Source: an optimization exercise on an open RTL-to-GDS flow (aim: small area, a short achievable clock period and few clock cycles per item). Production flows keep margins and buffers that such runs may drop. Only simulation tests tie the RTL to the original design; equivalence was not proved. Power figures rest on the tool's default switching activity, not on a simulated workload.

**flow/config.mk**
```make
export PLATFORM = sky130hd
export DESIGN_NAME = stripe_median
export DESIGN_NICKNAME = stripe_median
export VERILOG_FILES = /design/flow/design.v
export SDC_FILE = /design/flow/constraint.sdc
export NUM_CORES = 4
export LEC_CHECK = 0
export ABC_AREA = 1
export CAP_MARGIN = 20
export CORE_MARGIN = 2
export CORE_UTILIZATION = 75
export PLACE_DENSITY = 0.82
export SLEW_MARGIN = 20
```
**flow/constraint.sdc**
```tcl
create_clock -name core_clock -period 26.0 [get_ports {clk}]
set_input_delay 5.2000 -clock core_clock [delete_from_list [all_inputs] [get_ports {clk}]]
set_output_delay 5.2000 -clock core_clock [all_outputs]
set_load 0.01 [all_outputs]
```
**flow/design.v**
```verilog
module stripe_median (
    input  wire        clk,
    input  wire        rst,         
    input  wire        in_valid,
    output wire        in_ready,
    input  wire [63:0] in_data,
    input  wire        in_last,     
    input  wire [1:0]  in_wsel,     
    output wire        out_valid,
    input  wire        out_ready,
    output wire [63:0] out_data,
    output wire        out_last
);
    reg [63:0] s0, s1, s2, s3, s4, s5, s6;    
    reg        v0;             
    reg [3:1]  val;            
    reg [5:0]  fst;            
    reg [3:0]  lst;            
    reg [1:0]  h0, h1, h2, h3;   
    reg [48:0] g;              
    reg        row_start;      
    reg [1:0]  cur_h;
    reg        in_ready_r;
    reg        ov, sv;
    reg [63:0] od, sd;
    reg        ol, sl;
    assign in_ready  = in_ready_r;
    assign out_valid = ov;
    assign out_data  = od;
    assign out_last  = ol;
    wire free0  = !(v0 && sv);
    wire accept = in_valid && free0;
    wire room  = !sv;
    wire e1 = val[1] && lst[1];
    wire e2 = val[2] && lst[2];
    wire e3 = val[3] && lst[3];
    wire full  = v0 && room;
    wire flush = !v0 && room && (e1 || e2 || e3);
    wire j1 = e1;
    wire j2 = !e1 && e2;
    wire [6:0] en;
    assign en[0] = 1'b0;
    assign en[1] = full;
    assign en[2] = full || (flush && j1);
    assign en[3] = full || (flush && (j1 || j2));
    assign en[4] = full || flush;
    assign en[5] = full || flush;
    assign en[6] = full || flush;
    wire adv  = full || flush;
    wire push = adv && val[3];
    wire [48:0] gt;
    genvar ga, gb;
    generate
        for (ga = 0; ga < 7; ga = ga + 1) begin : gta
            for (gb = 0; gb < 7; gb = gb + 1) begin : gtb
                if (ga == 0 && gb > 0) begin : c
                    wire [63:0] sb = (gb == 1) ? s1 : (gb == 2) ? s2 : (gb == 3) ? s3 :
                                     (gb == 4) ? s4 : (gb == 5) ? s5 : s6;
                    sm_gt64 u (.a(s0), .b(sb), .gt(gt[gb]));
                end else if (ga > 0 && gb > ga) begin : r
                    assign gt[7 * ga + gb] = g[7 * ga + gb];
                end else begin : z
                    assign gt[7 * ga + gb] = 1'b0;
                end
            end
        end
    endgenerate
    wire [1:0] h = h3;
    wire left  = (fst[3] && h >= 2'd1) || (fst[4] && h >= 2'd2) || (fst[5] && h == 2'd3);
    wire right = (lst[3] && h >= 2'd1) || (lst[2] && h >= 2'd2) || (lst[1] && h == 2'd3);
    wire pass  = (h == 2'd0) || left || right;
    wire [6:0] act = {h == 2'd3, h >= 2'd2, h >= 2'd1, 1'b1, h >= 2'd1, h >= 2'd2, h == 2'd3};
    wire [6:0] sel;
    genvar gk, gm;
    generate
        for (gk = 0; gk < 7; gk = gk + 1) begin : rk
            wire [6:0] bef;
            for (gm = 0; gm < 7; gm = gm + 1) begin : bm
                if (gm < gk)      assign bef[gm] = act[gm] & ~gt[7 * gm + gk];
                else if (gm > gk) assign bef[gm] = act[gm] &  gt[7 * gk + gm];
                else              assign bef[gm] = 1'b0;
            end
            wire [5:0] others;
            if (gk == 0)      assign others = bef[6:1];
            else if (gk == 6) assign others = bef[5:0];
            else              assign others = {bef[6:gk + 1], bef[gk - 1:0]};
            wire [6:0] cnt [0:6];
            assign cnt[0] = 7'd1;
            for (gm = 0; gm < 6; gm = gm + 1) begin : cs
                assign cnt[gm + 1] = others[gm] ? {cnt[gm][5:0], 1'b0} : cnt[gm];
            end
            if (gk == 3) assign sel[gk] = pass || cnt[6][h];
            else         assign sel[gk] = !pass && act[gk] && cnt[6][h];
        end
    endgenerate
    wire [6:0]  ss = sel & {7{~sv}};
    wire [63:0] y  = (s0 & {64{ss[0]}}) | (s1 & {64{ss[1]}}) | (s2 & {64{ss[2]}}) |
                     (s3 & {64{ss[3]}}) | (s4 & {64{ss[4]}}) | (s5 & {64{ss[5]}}) |
                     (s6 & {64{ss[6]}}) | (sd & {64{sv}});
    wire        yl = sv ? sl : lst[3];
    integer k, a, b, sb;
    always @(posedge clk) begin
        if (free0) begin
            s0     <= in_data;
            fst[0] <= row_start;
            lst[0] <= in_last;
            h0     <= row_start ? in_wsel : cur_h;
        end
        if (en[1]) begin s1 <= s0; fst[1] <= fst[0]; lst[1] <= lst[0]; h1 <= h0; end
        if (en[2]) begin s2 <= s1; fst[2] <= fst[1]; lst[2] <= lst[1]; h2 <= h1; end
        if (en[3]) begin s3 <= s2; fst[3] <= fst[2]; lst[3] <= lst[2]; h3 <= h2; end
        if (en[4]) begin s4 <= s3; fst[4] <= fst[3]; end
        if (en[5]) begin s5 <= s4; fst[5] <= fst[4]; end
        if (en[6]) begin s6 <= s5; end
        for (a = 1; a < 7; a = a + 1) begin
            for (b = a + 1; b < 7; b = b + 1) begin
                sb = b - 1;
                if (en[b] && en[a])
                    g[7 * a + b] <= gt[7 * (a - 1) + sb];
                else if (en[b] && a < sb)
                    g[7 * a + b] <= gt[7 * a + sb];
            end
        end
        if (!ov || out_ready) begin
            od <= y;
            ol <= yl;
        end
        if (!sv) begin
            sd <= y;
            sl <= yl;
        end
        if (rst) begin
            v0         <= 1'b0;
            val        <= 3'd0;
            row_start  <= 1'b1;
            cur_h      <= 2'd0;
            in_ready_r <= 1'b1;
            ov         <= 1'b0;
            sv         <= 1'b0;
        end else begin
            if (free0)
                v0 <= in_valid;
            if (accept) begin
                row_start <= in_last;
                if (row_start)
                    cur_h <= in_wsel;
            end
            if (full) begin
                val[1] <= 1'b1;
                val[2] <= val[1];
                val[3] <= val[2];
            end else if (flush) begin
                if (j1) begin
                    val[1] <= 1'b0; val[2] <= val[1]; val[3] <= val[2];
                end else if (j2) begin
                    val[2] <= 1'b0; val[3] <= val[2];
                end else begin
                    val[3] <= 1'b0;
                end
            end
            if (ov && out_ready) begin
                if (sv) sv <= push;
                else    ov <= push;
            end else if (push) begin
                if (ov) sv <= 1'b1;
                else    ov <= 1'b1;
            end
            in_ready_r <= !((free0 ? in_valid : v0) &&
                            ((ov && !out_ready) ? (sv || push) : (sv && push)));
        end
    end
endmodule
module sm_gt64 (input wire [63:0] a, input wire [63:0] b, output wire gt);
    wire [63:0] g = a & ~b;
    wire [63:0] p = a | ~b;
    genvar i, j;
    generate
        for (i = 0; i < 8; i = i + 1) begin : k
            wire [8:0] c;
            assign c[0] = 1'b0;
            for (j = 0; j < 8; j = j + 1) begin : t
                assign c[j + 1] = g[8 * i + j] | (p[8 * i + j] & c[j]);
            end
            wire pp = &p[8 * i + 7:8 * i];
            wire cc;
            if (i == 0) begin : f
                assign cc = c[8];
            end else begin : n
                assign cc = c[8] | (pp & k[i - 1].cc);
            end
        end
    endgenerate
    assign gt = k[7].cc;
endmodule
```
**flow/flow/run.sh**
```bash
#!/bin/bash
# Standard ORFS layout (the standard.sh, standard synthesis), with these
# changes to how the layout is made:
#  * plain buffers (buf_2) on the ports instead of the delay cells that
#    buffer_ports picks by default;
#  * repair_timing (after CTS and after global routing) aims for a setup
#    slack margin, so that it sizes and buffers the paths instead of leaving
#    them as synthesis made them. The SDC and clock period are unchanged;
#  * clock tree: clkbuf_16 buffers with larger sink clusters and no dummy
#    loads (fewer, smaller clock cells).
# Each tool's log stays under orfs/logs; make's own output goes to
# flow_make.log here.
set -euo pipefail
bash standard.sh "BUFFER_PORTS_ARGS=-buffer_cell sky130_fd_sc_hd__buf_2" \
    "SETUP_SLACK_MARGIN=19.5" \
    "CTS_ARGS=-sink_clustering_enable -repair_clock_nets -dont_use_dummy_load -sink_clustering_size 24 -sink_clustering_max_diameter 100 -buf_list sky130_fd_sc_hd__clkbuf_16" \
    finish > flow_make.log 2>&1
```
**flow/standard.sh**
```bash
#!/bin/bash
# synth_recipe.tcl (not shown) runs the flow's synth.tcl, then flattens the netlist and writes it again
# the make line also repeats each setting of config.mk as NAME=value (left out here)
make -C /OpenROAD-flow-scripts/flow DESIGN_CONFIG=/design/flow/config.mk WORK_HOME=/design/flow/orfs CLKGATE_MAP_FILE= SYNTH_SCRIPT=/design/flow/synth_recipe.tcl "${@:-finish}"
```
==> results of run 1 <==
## kinds of logic (layout without fill, tap and decap cells)
kind of cell | after synthesis | after routing | synth area share
and+or+nand+nor | 1169 | 1169 | 0.168
buffers and inverters | 420 | 506 | 0.0586
AOI/OAI and AO/OA | 631 | 631 | 0.138
adders and majority gates | 14 | 14 | 0.00594
muxes | 1 | 1 | 0.000382
other | 0 | 1 | 0
DFF | 621 | 621 | 0.629
## layout by cell type (no fill, tap or decap), types with 35 or more instances in the layout
| cell type | netlist | final |
|---|---|---|
| a21oi_1 | 73 | 73 |
| a22o_1 | 35 | 35 |
| buf_2 | 34 | 137 |
| edfxtp_1 | 611 | 611 |
| inv_1 | 285 | 283 |
| nand2_1 | 780 | 777 |
| nand3_1 | 82 | 82 |
| nand4_1 | 105 | 105 |
| nor2_1 | 134 | 131 |
| o21ai_0 | 194 | 191 |
| o221ai_1 | 44 | 44 |
| o22ai_1 | 113 | 113 |
## layer usage
metal / wire length (µm) / up-vias
li1: - / 10500
met1: 30400 / 11400
met3: 13800 / 486
met4: 5280 / 0
met5: 0 / -
met2: 40500 / 2438
## area by class of cell
class                      instances  share of cell area
timing repair inverter             1            0.000239
inverter                         315              0.0381
timing repair buffer             161              0.0299
multi-input combinational       1815               0.297
tap                              518              0.0207
sequential                       621               0.591
clock buffer                      29              0.0231
antenna                            1           0.0000798
## timing repair
| item | CTS | global route |
|---|---|---|
| gates resized for setup | 0 | 23 |
| hold endpoints to repair | 0 | 0 |
| buffers inserted | 0 | 3 |
| endpoints found under the setup margin | 0 | 129 |
| hold buffers | 0 | 0 |
## metrics by stage
stage	setup slack [ns]	instances	cell area [µm²]	util	hold WS, ns
after floorplan	19.79	2856	29500	-	0.400
after global routing	19.47	3460	31400	0.810	0.449
after CTS	19.52	3454	31200	0.806	0.434
final	19.51	3461	31400	0.810	0.432
after global placement	19.32	3425	30500	0.787	0.400
after detailed placement	19.22	3425	30500	0.787	0.407
## sequential cells by signal, summed over array words and instances (netlist names), 3 cells and up
name  count
od       64
sd       64
lst       4
s2       64
s1       64
g        15
s4       64
val       3
s0       64
s5       64
s6       64
s3       64
fst       6
## power by group
group / leakage (nW) / total (mW) / internal [mW] / switching [mW]
sequential: 6.12 / 1.30 / 1.22 / 0.0770
clock: 0.357 / 0.501 / 0.199 / 0.302
combinational: 5.71 / 0.327 / 0.0938 / 0.233
total: 12.2 / 2.12 / 1.51 / 0.612
## final timing paths
check / slack (ns) / startpoint / endpoint / cells past startpoint
max: 19.51 / od[40] / out_data[40] / 1
min: 0.43 / h0[1] / h1[1] / 0
max reg2reg: 19.70 / s0[2] / od[21] / 42
min reg2reg: 0.43 / h0[1] / h1[1] / 0
==> reports/results.tsv, run 1 <==
metric	value	unit
TNS Setup	0	ns
PwrDens	67.7	mW/mm²
most instantiated cells after synthesis	780 x nand2_1, 611 x edfxtp_1, 285 x inv_1, 194 x o21ai_0, 134 x nor2_1	
CP endpoint kind	output port	
final setup vio count	0	
Chip Width	202	µm
WL per Instance	26.0	µm
Nets	3029	
M1 GR Usage	0.606	
IO Port Bufs	137	
CP max stage delay	0.49	ns
DRC viols	0	
met3 GRT Util	0.0945	
relative slew slack	0.200	
antenna viol nets, final	0	
layout cells sized above 1	0.0829	
clock transition at the registers of the reported paths	0.11	ns
Detailed Routing Iterations Pass 1	7	
max-cap viol count	0	
area of the die	0.0409	mm²
slowest CP cell	edfxtp_1	
H-tree levels	1	
Post-DP HPWL	55600	µm
Worst Hold Class	flip-flop to flip-flop	
via/cell ratio	7.16	
synthesized flop and latch total	621	
CTS buffer count	29	
Setup CP Type	flip-flop to output port	
Final Cycle Share	0.250	
asr flop ratio synth	0	
syn avg cell area	10.3	µm²
Period minus WS final	6.49	ns
ys flop type	edfxtp_1	
count leader, synth	nand2_1	
met2 usage	0.668	
DRT iter0 DRCs	3744	
core area	0.0387	mm²
I/O pin count	138	
Mapped Cells	2856	
post-synthesis sequential area ratio	0.629	
TritonCTS clock tree	done	
vias in the first global route	24100	
fillers	2249	
ranking of synthesized cells by area	edfxtp_1 62%, nand2_1 9.9%, inv_1 3.6%	
num rows	72	
vias	24800	
GRT Overall Usage	0.436	
Initial Util	0.761	
worst path cell trace	buf_2	
wirelength, routed	90000	µm
critical path's top delay family	flip-flops	
unrepaired setup endpoints after global routing	false	
synth-to-layout area growth	6.41	%
synth unique cells	53	
YS warnings	1	
Tot Pwr	2.12	mW
worst path buffer plus inverter count	1	
clk sinks	621	
Least-Margin Pin Slew	1.20	ns
Slew Limit Fails	0	
fmax	0.154	GHz
VDD IR max	0.0693	mV
status	complete, no violations	
grt peak-use layer	met2	
Yosys top cell area share	0.622	
global-route wire length before repair	136000	µm
Pleak	12.2	nW
Post-Syn Area	0.0295	mm²
Reg area	0.0186	mm²
largest net degree at the start of global routing	189	
Skew-Pair Late Insertion Delay	0.63	ns
Die Span Y	202	µm
routability cong.	1.04	
critical path data arrival time	1.29	ns
multi-input logic area	0.00930	mm²
number of antenna violations at the first check in global routing	1	
Yosys top cell by area	edfxtp_1	
CTS Root Buffer Type	clkbuf_16	
Hold Violations, Final	0	
synthesized net count	2941	
clk buf depth	3	
CP startpoint kind	flip-flop	
total gr overflow	0	
required time of the worst setup path	20.80	ns
Clock Skews	0.0264	ns
critical-path maximum fanout	1	
Post-synth EDFFs	611	
Testbench counts, summed over its fixed seeds: cycles 15,666, items 15,636.
==> run 2, diff against run 1 <==
--- a/flow/config.mk
+++ b/flow/config.mk
@@ -8,6 +8,5 @@
 export ABC_AREA = 1
 export CAP_MARGIN = 20
 export CORE_MARGIN = 2
-export CORE_UTILIZATION = 75
-export PLACE_DENSITY = 0.82
+export CORE_UTILIZATION = 60
 export SLEW_MARGIN = 20
==> reports/results.tsv, run 2 <==
metric	value	unit	change
status	complete, no violations		unchanged
worst path cell trace	buf_2		unchanged
Detailed Routing Iterations Pass 1	8		was 7
flop-to-flop setup slack	19.85	ns	was 19.70 ns
clk sinks	621		unchanged
hold path depth	0		unchanged
Nets	3031		was 3029
synth-to-layout area growth	6.99	%	was 6.41%
cell internal pwr	1.52	mW	was 1.51 mW
Clock power frac	0.239		was 0.236
synthesized net count	2941		unchanged
syn avg cell area	10.3	µm²	unchanged
ant diodes	0		was 1
DRT iter0 DRCs	3002		was 3744
switching part of the total power	0.284		was 0.288
largest net degree at the start of global routing	78		was 189
critical path data arrival time	1.34	ns	was 1.29 ns
synth unique cells	53		unchanged
Slew Limit Fails	0		unchanged
via/cell ratio	6.43		was 7.16
total gr overflow	0		unchanged
Clock Skews	0.0571	ns	was 0.0264 ns
vias in the first global route	22000		was 24100
critical-path maximum fanout	1		unchanged
CP startpoint kind	flip-flop		unchanged
worst path buffer plus inverter count	1		unchanged
Hold Violations, Final	0		unchanged
clk buf depth	3		unchanged
ranking of synthesized cells by area	edfxtp_1 62%, nand2_1 9.9%, inv_1 3.6%		unchanged
Post-Syn Area	0.0295	mm²	unchanged
final non-filler cell total	3608		was 3461
Chip Width	226	µm	was 202 µm
CTS Root Buffer Type	clkbuf_16		unchanged
reg-to-reg startpoint	s0[2]		unchanged
r2r worst-path depth	44		was 42
count leader, synth	nand2_1		unchanged
required time of the worst setup path	20.80	ns	about the same
synthesized flop and latch total	621		unchanged
critical path's top delay family	flip-flops		unchanged
max-cap viol count	0		unchanged
Period minus WS final	6.54	ns	was 6.49 ns
DRC viols	0		unchanged
H-tree levels	1		unchanged
Skew-Pair Late Insertion Delay	0.65	ns	was 0.63 ns
Mapped Cells	2856		unchanged
final setup vio count	0		unchanged
global-route wire length before repair	132000	µm	was 136000 µm
YS warnings	1		unchanged
TNS Setup	0	ns	unchanged
relative slew slack	0.248		was 0.200
asr flop ratio synth	0		unchanged
pre-CTS setup slack	19.58	ns	was 19.22 ns
routability cong.	0.976		was 1.04
most instantiated cells after synthesis	780 x nand2_1, 611 x edfxtp_1, 285 x inv_1, 194 x o21ai_0, 134 x nor2_1		unchanged
Post-synth EDFFs	611		unchanged
Yosys top cell by area	edfxtp_1		unchanged
CTS buffer count	30		was 29
dpl cells	3578		was 3425
antenna viol nets, final	0		unchanged
Initial Util	0.605		was 0.761
wirelength, routed	88400	µm	was 90000 µm
core area	0.0487	mm²	was 0.0387 mm²
slowest CP cell	edfxtp_1		unchanged
fin util	0.647		was 0.810
design area	0.0315	mm²	was 0.0314 mm²
I/O pin count	138		unchanged
CP max stage delay	0.50	ns	was 0.49 ns
ys flop type	edfxtp_1		unchanged
most frequent cells in the layout	777 x nand2_1, 611 x edfxtp_1, 283 x inv_1		unchanged
Setup CP Type	flip-flop to output port		unchanged
CP startpoint	od[39]		was od[40]
Tot Pwr	2.12	mW	about the same
WL per Instance	24.5	µm	was 26.0 µm
TritonCTS clock tree	done		unchanged
Worst Hold Class	flip-flop to flip-flop		unchanged
critical path depth	1		unchanged
sequential share of power	0.611		was 0.610
GRT Overall Usage	0.344		was 0.436
worst setup margin	19.46	ns	was 19.51 ns
area of the die	0.0509	mm²	was 0.0409 mm²
num rows	81		was 72
post-synthesis sequential area ratio	0.629		unchanged
Final Cycle Share	0.251		was 0.250
reg2reg end	sd[23]		was od[21]
Least-Margin Pin Slew	1.13	ns	was 1.20 ns
vias	23200		was 24800
PwrDens	67.1	mW/mm²	was 67.7 mW/mm²
clock transition at the registers of the reported paths	0.11	ns	about the same
Worst Hold Slack	0.428	ns	was 0.432 ns
net switching power	0.600	mW	was 0.612 mW
Die Span Y	226	µm	was 202 µm
Post-DP HPWL	56300	µm	was 55600 µm
fmax	0.153	GHz	was 0.154 GHz
layout cells sized above 1	0.0832		was 0.0829
hold buffers post-CTS	0		unchanged
Pleak	12.2	nW	about the same
Yosys top cell area share	0.622		unchanged
most common cell after layout, fill and taps aside	nand2_1		unchanged
CP endpoint kind	output port		unchanged
IO Port Bufs	137		unchanged
placed cell area	0.0307	mm²	was 0.0305 mm²
VDD IR max	0.0558	mV	was 0.0693 mV
unrepaired setup endpoints after global routing	true		was false
Comb pwr share	0.150		was 0.154
number of antenna violations at the first check in global routing	1		unchanged
Critical Path End	out_data[39]		was out_data[40]
==> run 2: cell counts after synthesis <==
No cell type changed its count.
==> run 2: logic make-up after synthesis <==
kind of cell,after synthesis,synth area share
multiplexers,1,0.000382
flip-flops,621,0.629
adder cells (fa/ha/maj),14,0.00594
buffers and inverters,420,0.0586
AO/OA/AOI/OAI,631,0.138
AND/OR/NAND/NOR,1169,0.168
==> run 2: final cells by class <==
type / count / area [µm²]
tap: 664 / 831
sequential: 621 / 18600
timing repair buffer: 163 / 925
clock buffer: 30 / 751
inverter: 315 / 1190
multi-input combinational: 1815 / 9290
fill: 3944 / 17200
==> run 2: layer usage <==
| metal | wire, µm | up-vias | share of wire | GRT usage |
|---|---|---|---|---|
| met1 | 36600 | 11100 | 0.41 | 0.508 |
| met4 | 3120 | 2 | 0.035 | 0.108 |
| met3 | 9520 | 187 | 0.11 | 0.0589 |
| met2 | 39100 | 1415 | 0.44 | 0.524 |
| li1 | - | 10500 | - | - |
| met5 | 13 | - | 0.00015 | 0 |
==> run 2: power by group through the flow <==
stage	logic (mW)	clock network, mW	registers (mW)
after floorplan	0.202	0	1.29
after detailed placement	0.308	0	1.31
after global routing	0.345	0.538	1.30
after CTS	0.310	0.511	1.29
after global placement	0.302	0	1.31
final	0.317	0.505	1.29
==> run 2: worst min-delay path by stage <==
stage,endpoint,start,slack [ns]
floorplan,fst[1],fst[0],0.40
global placement,lst[1],lst[0],0.40
detailed placement,h2[1],h1[1],0.40
CTS,h2[1],h1[1],0.43
global route,h1[0],h0[0],0.44
finish,h2[1],h1[1],0.43
==> run 2: what timing repair did <==
item | in CTS | in global routing
gates cloned | 0 | 0
gates resized for setup | 1 | 19
buffers inserted | 0 | 0
setup endpoints to repair | 4 | 105
==> run 3, diff against run 2 <==
--- a/flow/flow/run.sh
+++ b/flow/flow/run.sh
@@ -12,6 +12,6 @@
 # flow_make.log here.
 set -euo pipefail
 bash standard.sh "BUFFER_PORTS_ARGS=-buffer_cell sky130_fd_sc_hd__buf_2" \
-    "SETUP_SLACK_MARGIN=19.5" \
+    "SETUP_SLACK_MARGIN=19.8" \
     "CTS_ARGS=-sink_clustering_enable -repair_clock_nets -dont_use_dummy_load -sink_clustering_size 24 -sink_clustering_max_diameter 100 -buf_list sky130_fd_sc_hd__clkbuf_16" \
     finish > flow_make.log 2>&1
==> reports/results.tsv, run 3 <==
metric	value	unit	change
asr flop ratio synth	0		unchanged
synthesized net count	2941		unchanged
worst path buffer plus inverter count	1		unchanged
layout cells sized above 1	0.0862		was 0.0832
required time of the worst setup path	20.80	ns	about the same
Worst Hold Class	flip-flop to flip-flop		unchanged
ys flop type	edfxtp_1		unchanged
Hold Violations, Final	0		unchanged
GRT Overall Usage	0.349		was 0.344
sequential share of power	0.608		was 0.611
Slew Limit Fails	0		unchanged
unrepaired setup endpoints after global routing	true		unchanged
clk sinks	621		unchanged
synth-to-layout area growth	7.44	%	was 6.99%
critical path depth	1		unchanged
total gr overflow	0		unchanged
post-synthesis sequential area ratio	0.629		unchanged
area of the die	0.0509	mm²	unchanged
status	complete, no violations		unchanged
Skew-Pair Late Insertion Delay	0.63	ns	was 0.65 ns
most common cell after layout, fill and taps aside	nand2_1		unchanged
Initial Util	0.605		unchanged
critical path data arrival time	1.31	ns	was 1.34 ns
syn avg cell area	10.3	µm²	unchanged
Post-Syn Area	0.0295	mm²	unchanged
hold path depth	0		unchanged
post-synthesis mux area share	0.000382		unchanged
flop-to-flop setup slack	20.11	ns	was 19.85 ns
VDD IR max	0.0556	mV	was 0.0558 mV
count leader, synth	nand2_1		unchanged
CP endpoint kind	output port		unchanged
via/cell ratio	6.51		was 6.43
synth unique cells	53		unchanged
net switching power	0.605	mW	was 0.600 mW
Compound-Gate Fraction of Synth Area	0.138		unchanged
synthesized flop and latch total	621		unchanged
fmax	0.154	GHz	was 0.153 GHz
clk buf depth	3		unchanged
dpl cells	3578		unchanged
reg-to-reg startpoint	s0[2]		unchanged
most instantiated cells after synthesis	780 x nand2_1, 611 x edfxtp_1, 285 x inv_1, 194 x o21ai_0, 134 x nor2_1		unchanged
pre-CTS setup slack	19.59	ns	was 19.58 ns
clock transition at the registers of the reported paths	0.10	ns	was 0.11 ns
switching part of the total power	0.285		was 0.284
global-route wire length before repair	134000	µm	was 132000 µm
DRT iter0 DRCs	3114		was 3002
most frequent cells in the layout	777 x nand2_1, 611 x edfxtp_1, 282 x inv_1		was 777 x nand2_1, 611 x edfxtp_1, 283 x inv_1
worst setup margin	19.49	ns	was 19.46 ns
ranking of synthesized cells by area	edfxtp_1 62%, nand2_1 9.9%, inv_1 3.6%		unchanged
I/O pin count	138		unchanged
final non-filler cell total	3612		was 3608
PwrDens	67.0	mW/mm²	was 67.1 mW/mm²
vias in the first global route	22100		was 22000
largest family of logic cells by synthesized area	simple AND/OR/NAND/NOR gates		unchanged
hold buffers post-CTS	0		unchanged
vias	23500		was 23200
CTS Root Buffer Type	clkbuf_16		unchanged
relative slew slack	0.202		was 0.248
Worst Hold Slack	0.419	ns	was 0.428 ns
Mapped Cells	2856		unchanged
CP startpoint kind	flip-flop		unchanged
Post-DP HPWL	56500	µm	was 56300 µm
num rows	81		unchanged
critical path's top delay family	flip-flops		unchanged
Nets	3035		was 3031
fin util	0.650		was 0.647
ant diodes	0		unchanged
Pleak	12.3	nW	was 12.2 nW
antenna viol nets, final	0		unchanged
Clock power frac	0.238		was 0.239
Detailed Routing Iterations Pass 1	8		unchanged
DRC viols	0		unchanged
Post-synth EDFFs	611		unchanged
reg2reg end	od[35]		was sd[23]
IO Port Bufs	137		unchanged
Period minus WS final	6.51	ns	was 6.54 ns
TritonCTS clock tree	done		unchanged
Comb pwr share	0.154		was 0.150
max-cap viol count	0		unchanged
Chip Width	226	µm	unchanged
WL per Instance	24.9	µm	was 24.5 µm
Die Span Y	226	µm	unchanged
CP startpoint	od[32]		was od[39]
simple-gate share of the synthesized area	0.168		unchanged
cell internal pwr	1.52	mW	about the same
worst path cell trace	buf_2		unchanged
Yosys top cell by area	edfxtp_1		unchanged
Setup CP Type	flip-flop to output port		unchanged
largest net degree at the start of global routing	76		was 78
CTS buffer count	30		unchanged
post-synthesis adder-cell area fraction	0.00594		unchanged
core area	0.0487	mm²	unchanged
Yosys top cell area share	0.622		unchanged
slowest CP cell	edfxtp_1		unchanged
TNS Setup	0	ns	unchanged
final setup vio count	0		unchanged
routability cong.	1.00		was 0.976
critical-path maximum fanout	1		unchanged
Clock Skews	0.0411	ns	was 0.0571 ns
worst hold endpoint	fst[3]		was h2[1]
wirelength, routed	90000	µm	was 88400 µm
min-delay src	fst[2]		was h1[1]
CP max stage delay	0.49	ns	was 0.50 ns
YS warnings	1		unchanged
r2r worst-path depth	39		was 44
Least-Margin Pin Slew	1.20	ns	was 1.13 ns
XOR/XNOR share of the synthesized area	0		unchanged
Final Cycle Share	0.250		was 0.251
H-tree levels	1		unchanged
number of antenna violations at the first check in global routing	3		was 1
run 3: cell counts after synthesis:
No cell type changed its count.
run 3: area by class of cell:
class,count,area (µm²)
Sequential cell,621,18600
Clock buffer,30,751
Inverter,315,1190
Timing Repair Buffer,166,1010
Fill cell,3887,17100
Multi-Input combinational cell,1816,9330
Tap cell,664,831
run 3: what timing repair did:
action | CTS | global route
cloned | 0 | 1
pin swaps | 0 | 1
gates resized for setup | 7 | 45
setup buffers | 1 | 1
endpoints found under the setup margin | 69 | 191
run 3: stage by stage:
stage,cell area (µm²),power (mW)
finish,31700,2.12
global placement,30700,1.61
CTS,31500,2.11
floorplan,29500,1.50
global route,31700,2.20
detailed placement,30700,1.62
run 3: logic make-up after synthesis:
logic type | count (synthesis)
compound gates | 631
fa+ha+maj | 14
buf+inv | 420
flops | 621
mux | 1
simple gates | 1169
run 3: power groups by stage:
stage                     clock network [mW]  registers [mW]  logic, mW
after floorplan                            0            1.29      0.203
after global placement                     0            1.31      0.305
after detailed placement                   0            1.31      0.310
after CTS                              0.512            1.29      0.312
after global routing                   0.543            1.30      0.353
final                                  0.506            1.29      0.326
run 3: how the worst max path moves through the flow:
stage	slack, ns	endpoint
after floorplan	19.98	sv
after global routing	19.46	out_data[32]
after detailed placement	19.59	sv
final	19.49	out_data[32]
after global placement	19.63	sv
after CTS	19.46	out_data[32]
run 3: per-layer routing:
metal | part of all wire | GRT usage
met3 | 0.11 | 0.0527
met1 | 0.42 | 0.523
met2 | 0.44 | 0.525
met4 | 0.036 | 0.116
met5 | 0.00012 | 0
==> run 4, diff against run 3 <==
--- a/flow/design.v
+++ b/flow/design.v
@@ -93,10 +93,10 @@
             else         assign sel[gk] = !pass && act[gk] && cnt[6][h];
         end
     endgenerate
-    wire [6:0]  ss = sel & {7{~sv}};
-    wire [63:0] y  = (s0 & {64{ss[0]}}) | (s1 & {64{ss[1]}}) | (s2 & {64{ss[2]}}) |
-                     (s3 & {64{ss[3]}}) | (s4 & {64{ss[4]}}) | (s5 & {64{ss[5]}}) |
-                     (s6 & {64{ss[6]}}) | (sd & {64{sv}});
+    wire [63:0] y7 = (s0 & {64{sel[0]}}) | (s1 & {64{sel[1]}}) | (s2 & {64{sel[2]}}) |
+                     (s3 & {64{sel[3]}}) | (s4 & {64{sel[4]}}) | (s5 & {64{sel[5]}}) |
+                     (s6 & {64{sel[6]}});
+    wire [63:0] y  = sv ? sd : y7;
     wire        yl = sv ? sl : lst[3];
     integer k, a, b, sb;
     always @(posedge clk) begin
@@ -126,7 +126,7 @@
             ol <= yl;
         end
         if (!sv) begin
-            sd <= y;
+            sd <= y7;
             sl <= yl;
         end
         if (rst) begin
--- a/flow/flow/run.sh
+++ b/flow/flow/run.sh
@@ -12,6 +12,6 @@
 # flow_make.log here.
 set -euo pipefail
 bash standard.sh "BUFFER_PORTS_ARGS=-buffer_cell sky130_fd_sc_hd__buf_2" \
-    "SETUP_SLACK_MARGIN=19.8" \
+    "SETUP_SLACK_MARGIN=19.5" \
     "CTS_ARGS=-sink_clustering_enable -repair_clock_nets -dont_use_dummy_load -sink_clustering_size 24 -sink_clustering_max_diameter 100 -buf_list sky130_fd_sc_hd__clkbuf_16" \
     finish > flow_make.log 2>&1
==> reports/results.tsv, run 4 <==
metric	value	unit	change
synthesized flop and latch total	621		unchanged
synth unique cells	54		was 53
min-delay src	h0[1]		was fst[2]
flop-to-flop setup slack	19.79	ns	was 20.11 ns
CP max stage delay	0.47	ns	was 0.49 ns
critical path data arrival time	1.26	ns	was 1.31 ns
wirelength, routed	84600	µm	was 90000 µm
H-tree levels	1		unchanged
IO Port Bufs	137		unchanged
PwrDens	68.2	mW/mm²	was 67.0 mW/mm²
net switching power	0.597	mW	was 0.605 mW
post-synthesis mux area share	0.00147		was 0.000382
simple-gate share of the synthesized area	0.149		was 0.168
worst setup margin	19.54	ns	was 19.49 ns
largest net degree at the start of global routing	79		was 76
Detailed Routing Iterations Pass 1	6		was 8
clock transition at the registers of the reported paths	0.09	ns	was 0.10 ns
core area	0.0476	mm²	was 0.0487 mm²
ant diodes	0		unchanged
synthesized net count	2909		was 2941
post-synthesis adder-cell area fraction	0.00606		was 0.00594
Setup CP Type	flip-flop to output port		unchanged
GRT Overall Usage	0.335		was 0.349
syn avg cell area	10.2	µm²	was 10.3 µm²
worst path cell trace	buf_2		unchanged
layout cells sized above 1	0.0860		was 0.0862
global-route wire length before repair	129000	µm	was 134000 µm
TNS Setup	0	ns	unchanged
num rows	80		was 81
ranking of synthesized cells by area	edfxtp_1 57%, nand2_1 7.6%, dfxtp_1 5.1%		was edfxtp_1 62%, nand2_1 9.9%, inv_1 3.6%
most common cell after layout, fill and taps aside	nand2_1		unchanged
asr flop ratio synth	0		unchanged
hold path depth	0		unchanged
Pleak	12.1	nW	was 12.3 nW
Mapped Cells	2824		was 2856
CP startpoint kind	flip-flop		unchanged
CTS Root Buffer Type	clkbuf_16		unchanged
Setup Fix Bufs, Post-CTS	0		was 1
count leader, synth	nand2_1		unchanged
most frequent cells in the layout	582 x nand2_1, 547 x edfxtp_1, 297 x inv_1		was 777 x nand2_1, 611 x edfxtp_1, 282 x inv_1
TritonCTS clock tree	done		unchanged
vias in the first global route	21900		was 22100
sequential share of power	0.608		about the same
Yosys top cell area share	0.568		was 0.622
Comb pwr share	0.154		about the same
via/cell ratio	6.55		was 6.51
Skew-Pair Late Insertion Delay	0.62	ns	was 0.63 ns
most instantiated cells after synthesis	587 x nand2_1, 547 x edfxtp_1, 299 x inv_1, 231 x o21ai_0, 156 x nor2_1		was 780 x nand2_1, 611 x edfxtp_1, 285 x inv_1, 194 x o21ai_0, 134 x nor2_1
total gr overflow	0		unchanged
status	complete, no violations		unchanged
switching part of the total power	0.284		was 0.285
WL per Instance	24.1	µm	was 24.9 µm
Hold Violations, Final	0		unchanged
reg2reg end	od[40]		was od[35]
critical-path maximum fanout	1		unchanged
final setup vio count	0		unchanged
hold buffers post-CTS	0		unchanged
critical path's top delay family	flip-flops		unchanged
Initial Util	0.607		was 0.605
Period minus WS final	6.46	ns	was 6.51 ns
clk sinks	621		unchanged
Die Span Y	224	µm	was 226 µm
Clock power frac	0.238		about the same
max-cap viol count	0		unchanged
XOR/XNOR share of the synthesized area	0		unchanged
Chip Width	224	µm	was 226 µm
Post-Syn Area	0.0289	mm²	was 0.0295 mm²
ys flop type	edfxtp_1		unchanged
clk buf depth	3		unchanged
worst path buffer plus inverter count	1		unchanged
reg-to-reg startpoint	s0[10]		was s0[2]
area of the die	0.0500	mm²	was 0.0509 mm²
Slew Limit Fails	0		unchanged
DRT iter0 DRCs	3212		was 3114
I/O pin count	138		unchanged
Post-DP HPWL	54100	µm	was 56500 µm
largest family of logic cells by synthesized area	compound AO/OA/AOI/OAI gates		was simple AND/OR/NAND/NOR gates
CP endpoint kind	output port		unchanged
r2r worst-path depth	37		was 39
Post-synth EDFFs	547		was 611
Yosys top cell by area	edfxtp_1		unchanged
number of antenna violations at the first check in global routing	0		was 3
required time of the worst setup path	20.80	ns	about the same
post-synthesis sequential area ratio	0.619		was 0.629
unrepaired setup endpoints after global routing	true		unchanged
antenna viol nets, final	0		unchanged
Nets	2984		was 3035
YS warnings	1		unchanged
slowest CP cell	edfxtp_1		unchanged
Least-Margin Pin Slew	1.12	ns	was 1.20 ns
VDD IR max	0.0539	mV	was 0.0556 mV
vias	23000		was 23500
routability cong.	0.971		was 1.00
DRC viols	0		unchanged
pre-CTS setup slack	18.85	ns	was 19.59 ns
Worst Hold Class	flip-flop to flip-flop		unchanged
cell internal pwr	1.51	mW	was 1.52 mW
worst hold endpoint	h1[1]		was fst[3]
Compound-Gate Fraction of Synth Area	0.162		was 0.138
fmax	0.155	GHz	was 0.154 GHz
CTS buffer count	30		unchanged
Clock Skews	0.0383	ns	was 0.0411 ns
synth-to-layout area growth	6.71	%	was 7.44%
relative slew slack	0.251		was 0.202
Final Cycle Share	0.249		was 0.250
## run 4: worst max-delay path by stage
stage | startpoint | to | depth (start not counted)
after floorplan | out_ready | sv | 4
after CTS | od[7] | out_data[7] | 1
final | od[3] | out_data[3] | 1
after global routing | od[5] | out_data[5] | 1
after global placement | out_ready | sv | 6
after detailed placement | s0[10] | od[31] | 36
## run 4: cell type report
class                           count  area (µm²)
Timing Repair Buffer              163         930
Inverter                          319        1210
Multi-Input combinational cell   1764        9300
Fill cell                        3780       16800
Sequential cell                   621       17900
Clock buffer                       30         751
Tap cell                          615         769
## run 4: cells by family after synthesis
group / after synthesis
muxes: 4
adders and majority gates: 14
AOI/OAI and AO/OA: 741
buffers and inverters: 439
DFF: 621
and+or+nand+nor: 1005
## run 4: power by group through the flow
stage                     Sequential (mW)  Clock [mW]  Combinational [mW]
after global routing                 1.29       0.535               0.354
after detailed placement             1.30           0               0.317
final                                1.28       0.500               0.325
after CTS                            1.28       0.508               0.318
after global placement               1.30           0               0.312
after floorplan                      1.28           0               0.209
## run 4: repair_timing
action	4_1_cts	5_1_grt
setup endpoints to repair	87	102
gates cloned	0	0
resized for setup	2	17
## run 4: per-stage QoR
step / area, µm² / cells / hold slack, ns / power, mW / utilization
finish: 30900 / 3512 / 0.430 / 2.10 / 0.648
CTS: 30800 / 3512 / 0.431 / 2.10 / 0.646
floorplan: 28900 / 2824 / 0.400 / 1.49 / -
global placement: 30000 / 3482 / 0.404 / 1.61 / 0.631
global route: 30900 / 3512 / 0.445 / 2.18 / 0.648
detailed placement: 30000 / 3482 / 0.410 / 1.61 / 0.631
## run 4: worst register-to-register path: cells and delay by family, from the launching register on
kind            cells  cell delay, ns
fa+ha+maj           1            0.27
compound gates     12            2.28
buf+inv             6            1.18
flops               1            0.47
simple gates       18            1.78
## run 4: layer usage
layer	vias up	global-route usage	wire, µm
met5	-	0	0
met4	0	0.120	3110
met3	190	0.0523	8340
met2	1350	0.512	37800
met1	11100	0.492	35400
li1	10400	-	-
Testbench counts of run 4, summed over its fixed seeds: cycles 15,666, items 15,636.
==> run 5, diff against run 4 <==
==> flow/flow/run.sh (replaced) <==
#!/bin/bash
# Standard ORFS layout (the standard.sh, standard synthesis), with these
# changes to how the layout is made:
#  * plain buffers (buf_2) on the ports instead of the delay cells that
#    buffer_ports picks by default;
#  * clock tree: clkbuf_16 buffers with larger sink clusters and no dummy
#    loads (fewer, smaller clock cells).
# Each tool's log stays under orfs/logs; make's own output goes to
# flow_make.log here.
set -euo pipefail
bash standard.sh "BUFFER_PORTS_ARGS=-buffer_cell sky130_fd_sc_hd__buf_2" \
    "CTS_ARGS=-sink_clustering_enable -repair_clock_nets -dont_use_dummy_load -sink_clustering_size 24 -sink_clustering_max_diameter 100 -buf_list sky130_fd_sc_hd__clkbuf_16" \
    finish > flow_make.log 2>&1
==> reports/results.tsv, run 5 <==
metric	value	unit	change
XOR/XNOR share of the synthesized area	0		unchanged
Crit path top cell by count	nand2_1		
WL per Instance	24.2	µm	was 24.1 µm
synth unique cells	54		unchanged
Post-synth EDFFs	547		unchanged
ranking of synthesized cells by area	edfxtp_1 57%, nand2_1 7.6%, dfxtp_1 5.1%		unchanged
Pleak	12.1	nW	about the same
vias in the first global route	22000		was 21900
CP max stage delay	0.84	ns	was 0.47 ns
post-synthesis sequential area ratio	0.619		unchanged
antenna viol nets, final	0		unchanged
relative slew slack	0.209		was 0.251
number of antenna violations at the first check in global routing	1		was 0
core area	0.0476	mm²	unchanged
area of the die	0.0500	mm²	unchanged
H-tree levels	1		unchanged
flop-to-flop setup slack	18.75	ns	was 19.79 ns
DRT iter0 DRCs	2640		was 3212
Chip Width	224	µm	unchanged
clk sinks	621		unchanged
GRT Overall Usage	0.334		was 0.335
DRC viols	0		unchanged
multi-input logic area	0.00929	mm²	was 0.00930 mm²
layout cells sized above 1	0.0843		was 0.0860
worst setup margin	18.75	ns	was 19.54 ns
TritonCTS clock tree	done		unchanged
CTS Root Buffer Type	clkbuf_16		unchanged
largest net degree at the start of global routing	150		was 79
count leader, synth	nand2_1		unchanged
IO Port Bufs	137		unchanged
Initial Util	0.607		unchanged
design area	0.0308	mm²	was 0.0309 mm²
Die Span Y	224	µm	unchanged
most frequent cells in the layout	584 x nand2_1, 547 x edfxtp_1, 297 x inv_1		was 582 x nand2_1, 547 x edfxtp_1, 297 x inv_1
synthesized flop and latch total	621		unchanged
num rows	80		unchanged
Setup Fix Bufs, Post-CTS	0		unchanged
syn avg cell area	10.2	µm²	unchanged
CTS buffer count	29		was 30
max-cap viol count	0		unchanged
Skew-Pair Late Insertion Delay	0.63	ns	was 0.62 ns
Post-Syn Area	0.0289	mm²	unchanged
slowest CP cell	clkinv_1		was edfxtp_1
Period minus WS final	7.25	ns	was 6.46 ns
YS warnings	1		unchanged
critical path data arrival time	7.60	ns	was 1.26 ns
Worst Hold Slack	0.433	ns	was 0.430 ns
critical-path maximum fanout	39		was 1
PwrDens	68.1	mW/mm²	was 68.2 mW/mm²
required time of the worst setup path	26.35	ns	was 20.80 ns
Nets	2982		was 2984
most instantiated cells after synthesis	587 x nand2_1, 547 x edfxtp_1, 299 x inv_1, 231 x o21ai_0, 156 x nor2_1		unchanged
Compound-Gate Fraction of Synth Area	0.162		unchanged
global-route wire length before repair	128000	µm	was 129000 µm
VDD IR max	0.0559	mV	was 0.0539 mV
CP endpoint kind	flip-flop		was output port
synth-to-layout area growth	6.42	%	was 6.71%
Final Cycle Share	0.279		was 0.249
synthesized net count	2909		unchanged
Yosys top cell area share	0.568		unchanged
Setup CP Type	flip-flop to flip-flop		was flip-flop to output port
CTS resizes	0		was 2
fmax	0.138	GHz	was 0.155 GHz
via/cell ratio	6.55		about the same
TNS Setup	0	ns	unchanged
simple-gate share of the synthesized area	0.149		unchanged
Mapped Cells	2824		unchanged
Hold Violations, Final	0		unchanged
wirelength, routed	84800	µm	was 84600 µm
hold buffers post-CTS	0		unchanged
total gr overflow	0		unchanged
unrepaired setup endpoints after global routing	false		was true
I/O pin count	138		unchanged
ant diodes	0		unchanged
asr flop ratio synth	0		unchanged
fillers	3827		was 3780
Detailed Routing Iterations Pass 1	8		was 6
Reg area	0.0179	mm²	unchanged
most common cell after layout, fill and taps aside	nand2_1		unchanged
clk buf depth	3		unchanged
final setup vio count	0		unchanged
CP startpoint kind	flip-flop		unchanged
Slew Limit Fails	0		unchanged
largest family of logic cells by synthesized area	compound AO/OA/AOI/OAI gates		unchanged
post-synthesis mux area share	0.00147		unchanged
pre-CTS setup slack	18.89	ns	was 18.85 ns
placed cell area	0.0300	mm²	about the same
clock transition at the registers of the reported paths	0.09	ns	about the same
post-synthesis adder-cell area fraction	0.00606		unchanged
Worst Hold Class	flip-flop to flip-flop		unchanged
vias	23000		about the same
status	complete, no violations		unchanged
Clock Skews	0.0352	ns	was 0.0383 ns
Least-Margin Pin Slew	1.19	ns	was 1.12 ns
ys flop type	edfxtp_1		unchanged
routability cong.	0.925		was 0.971
Post-DP HPWL	53700	µm	was 54100 µm
Yosys top cell by area	edfxtp_1		unchanged
-- run 5: cell counts after synthesis --
Identical to the previous run, type by type.
-- run 5: stage by stage --
stage                     power, mW  cells   util
after floorplan                1.51   2824      -
after global placement         1.61   3480  0.630
after detailed placement       1.61   3480  0.630
after CTS                      2.09   3509  0.646
after global routing           2.17   3510  0.646
final                          2.10   3510  0.646
-- run 5: worst max-delay path, delay by kind of cell (launching register included) --
family / cells / cell delay [ns]
compound gates: 11 / 1.79
fa+ha+maj: 1 / 0.28
buf+inv: 4 / 1.80
flops: 1 / 0.46
mux: 1 / 0.21
simple gates: 19 / 2.39
-- run 5: routing by layer --
layer,vias up,wire length [µm],GRT usage,part of all wire
met4,2,3390,0.131,0.040
met2,1313,38400,0.518,0.45
met5,-,13,0,0.00015
met1,11100,34900,0.482,0.41
met3,190,8110,0.0475,0.096
li1,10400,-,-,-
-- run 5: final timing paths --
kind           from     end  cells past startpoint
max          s0[10]  od[25]                     36
min          fst[1]  fst[2]                      0
max reg2reg  s0[10]  od[25]                     36
min reg2reg  fst[1]  fst[2]                      0
-- run 5: area by class of cell --
cell class	instances	area share
timing repair buffer	162	0.0289
multi-input combinational	1764	0.302
tap	615	0.0250
clock buffer	29	0.0236
sequential	621	0.582
inverter	319	0.0390
-- run 5: logic make-up after synthesis --
logic type | Yosys count
adders and majority gates | 14
AOI/OAI and AO/OA | 741
muxes | 4
and+or+nand+nor | 1005
buffers and inverters | 439
DFF | 621
-- run 5: where the power goes --
part | switching, mW | total (mW) | internal (mW)
clock network | 0.296 | 0.495 | 0.199
logic | 0.223 | 0.322 | 0.0997
registers | 0.0783 | 1.28 | 1.20
total | 0.597 | 2.10 | 1.50

==> separate check: timing with driven ports <==
No port has a modelled driver above. Below, the same layouts with a new extraction and two added sets of constraints. Step 1: set_driving_cell puts a clkbuf_16 on clk and a buf_2 on each other input, an assumption about the parent block. Step 2, shift: input delay + t, output delay - t, t = (earliest + latest rising clock arrival at the registers) / 2. This alone moves slack from input paths to output paths. Three values: ideal ports, drivers, drivers and shift; two values: the first two.
| run | t, ns | setup slack, ns | hold WS [ns] | clock arrival spread, ns | slew at the worst register clock pin (ns) |
|---|---|---|---|---|---|
| run 1 | 0.674 | 19.511 / 19.453 / 19.544 | 0.432 / 0.432 / 0.432 | 0.027 / 0.026 | 0.11 / 0.11 |
| run 2 | 0.683 | 19.463 / 19.400 / 19.539 | 0.428 / 0.428 / 0.428 | 0.057 / 0.058 | 0.11 / 0.11 |
| run 3 | 0.675 | 19.494 / 19.430 / 19.563 | 0.419 / 0.419 / 0.419 | 0.041 / 0.041 | 0.11 / 0.11 |
| run 4 | 0.659 | 19.536 / 19.477 / 18.989 | 0.430 / 0.430 / 0.430 | 0.038 / 0.038 | 0.10 / 0.10 |
| run 5 | 0.671 | 18.747 / 18.747 / 18.747 | 0.433 / 0.433 / 0.433 | 0.035 / 0.035 | 0.10 / 0.10 |
After both steps setup and hold are still met in every run listed. For run 4, which loses most, drivers alone change the setup slack by -0.059 ns; drivers and shift together by -0.547 ns.
